From an optimization exercise on the open Yosys and OpenROAD flow, aimed at small area, a short achievable clock period and few clock cycles; shortcuts taken in it are not production practice.
The RTL was checked by simulation tests, not by an equivalence proof against the original design.
Power figures rest on the tool's default switching activity, not on a simulated workload.

## bps_engine
module bps_engine (
    input  wire        clk,
    input  wire        rst,           
    input  wire        host_we,
    input  wire [7:0]  host_addr,
    input  wire [63:0] host_wdata,
    output reg  [63:0] host_rdata,
    output wire        src_re,
    output wire [15:0] src_addr,
    input  wire [7:0]  src_rdata,
    output wire        patch_re,
    output wire [15:0] patch_addr,
    input  wire [7:0]  patch_rdata,
    output wire        out_re,
    output wire [15:0] out_raddr,
    input  wire [7:0]  out_rdata,
    output wire        out_we,
    output wire [15:0] out_waddr,
    output wire [7:0]  out_wdata
);
    localparam [2:0] E_FORMAT      = 3'd1;
    localparam [2:0] E_INTEGRITY   = 3'd2;
    localparam [2:0] E_BOUNDS      = 3'd3;
    localparam [2:0] E_CONSISTENCY = 3'd5;
    localparam [2:0] E_OVERFLOW    = 3'd6;
    localparam [2:0] E_CAPACITY    = 3'd7;
    localparam [3:0] S_MAG0  = 4'd0;    
    localparam [3:0] S_MAG   = 4'd1;    
    localparam [3:0] S_VAR   = 4'd2;    
    localparam [3:0] S_SCHK  = 4'd3;    
    localparam [3:0] S_TCHK  = 4'd4;    
    localparam [3:0] S_MCHK  = 4'd5;    
    localparam [3:0] S_FOOT0 = 4'd6;    
    localparam [3:0] S_FOOT  = 4'd7;    
    localparam [3:0] S_JMP   = 4'd8;    
    localparam [3:0] S_ICHK  = 4'd9;    
    localparam [3:0] S_ICHK2 = 4'd13;   
    localparam [3:0] S_MCHK2 = 4'd14;   
    localparam [3:0] S_SFILL = 4'd15;   
    localparam [3:0] S_COPY  = 4'd10;   
    localparam [3:0] S_TRCP  = 4'd11;   
    localparam [3:0] S_WAIT  = 4'd12;   
    localparam [2:0] V_SRC  = 3'd0;
    localparam [2:0] V_TGT  = 3'd1;
    localparam [2:0] V_META = 3'd2;
    localparam [2:0] V_CMD  = 3'd3;
    localparam [2:0] V_DEL  = 3'd4;
    reg        run;             
    reg        fin;             
    reg        flt;             
    reg [2:0]  err;
    reg [63:0] src_len;
    reg [63:0] patch_len;
    reg [15:0] patch_pos;
    reg [16:0] in_read_pos;
    reg [15:0] out_read_pos;
    reg [16:0] out_write_pos;
  ...
Settings: LEC_CHECK=0, CAP_MARGIN=30, CORE_MARGIN=2, CORE_UTILIZATION=60, CTS_BUF_LIST=sky130_fd_sc_hd__clkbuf_16, CTS_CLUSTER_DIAMETER=150, CTS_CLUSTER_SIZE=20, SLEW_MARGIN=30; clock period 15.0 ns.
standard.sh (not shown) runs the stock make flow with config.mk's settings and CLKGATE_MAP_FILE= SYNTH_SCRIPT=/design/flow/synth_recipe.tcl, a recipe that flattens the netlist after the stock synthesis.
==> flow/flow/run.sh <==
#!/bin/bash
# Layout flow: the standard synthesis unchanged, then the standard layout with a
# setup repair margin of 7.5 ns (repair_timing works toward a slack of 7.5 ns at the design's
# 15 ns clock), every port buffered with a buf_1 cell (repair may upsize them), and the
# floorplan step removing synthesis buffers instead of repairing timing before placement.
set -euo pipefail
bash standard.sh synth > synth.log 2>&1
bash standard.sh SETUP_SLACK_MARGIN=7.5 REMOVE_ABC_BUFFERS=1 "BUFFER_PORTS_ARGS=-buffer_cell sky130_fd_sc_hd__buf_1" finish > layout.log 2>&1
Testbench counts at the start, summed over its fixed seeds: cycles 172,364.
Then changed:
==> flow/flow/run.sh (replaced) <==
#!/bin/bash
# Layout flow: the standard synthesis unchanged, then the standard layout with a
# setup repair margin of 7.5 ns (repair_timing works toward a slack of 7.5 ns at the design's
# 15 ns clock) and every port buffered with a buf_1 cell (repair may upsize them).
set -euo pipefail
bash standard.sh synth > synth.log 2>&1
bash standard.sh SETUP_SLACK_MARGIN=7.5 "BUFFER_PORTS_ARGS=-buffer_cell sky130_fd_sc_hd__buf_1" finish > layout.log 2>&1
- CORE_UTILIZATION: 60 -> 50
What happened: Synthesized cell count does not change; cell count rises by 2.8%; clock skew goes up by 0.012 ns; first-iteration DRC count goes down by 21%; sequential share of layout area is lower by 0.17 points; utilization fell by 11 points; count of clock-buffer cells in the layout is unchanged; power is about the same.

-- re-timing with driven ports --
In the flow no input, the clock included, has a driving cell. The finished layouts below were timed again as built, in two steps. Step 1 sets driving cells, clkbuf_16 on the clock port and buf_2 on the other inputs (assumed; they add their load-dependent delay and slew). Step 2, shift: input delay + t, output delay - t, t = (earliest + latest rising clock arrival at the registers) / 2. This alone moves slack from input paths to output paths. Slacks: no drivers / after step 1 / after step 2; pairs: no drivers / after step 1.
run	shift t [ns]	slack for setup (ns)	slew at the worst register clock pin (ns)
the first run	0.695	7.510 / 7.406 / 7.406	0.11 / 0.11
the second run	0.704	7.396 / 7.331 / 7.331	0.11 / 0.11
After both steps setup and hold are still met in every run listed. The setup slack of the first run, which loses most, moves by -0.104 ns with the drivers and by -0.104 ns with both steps.
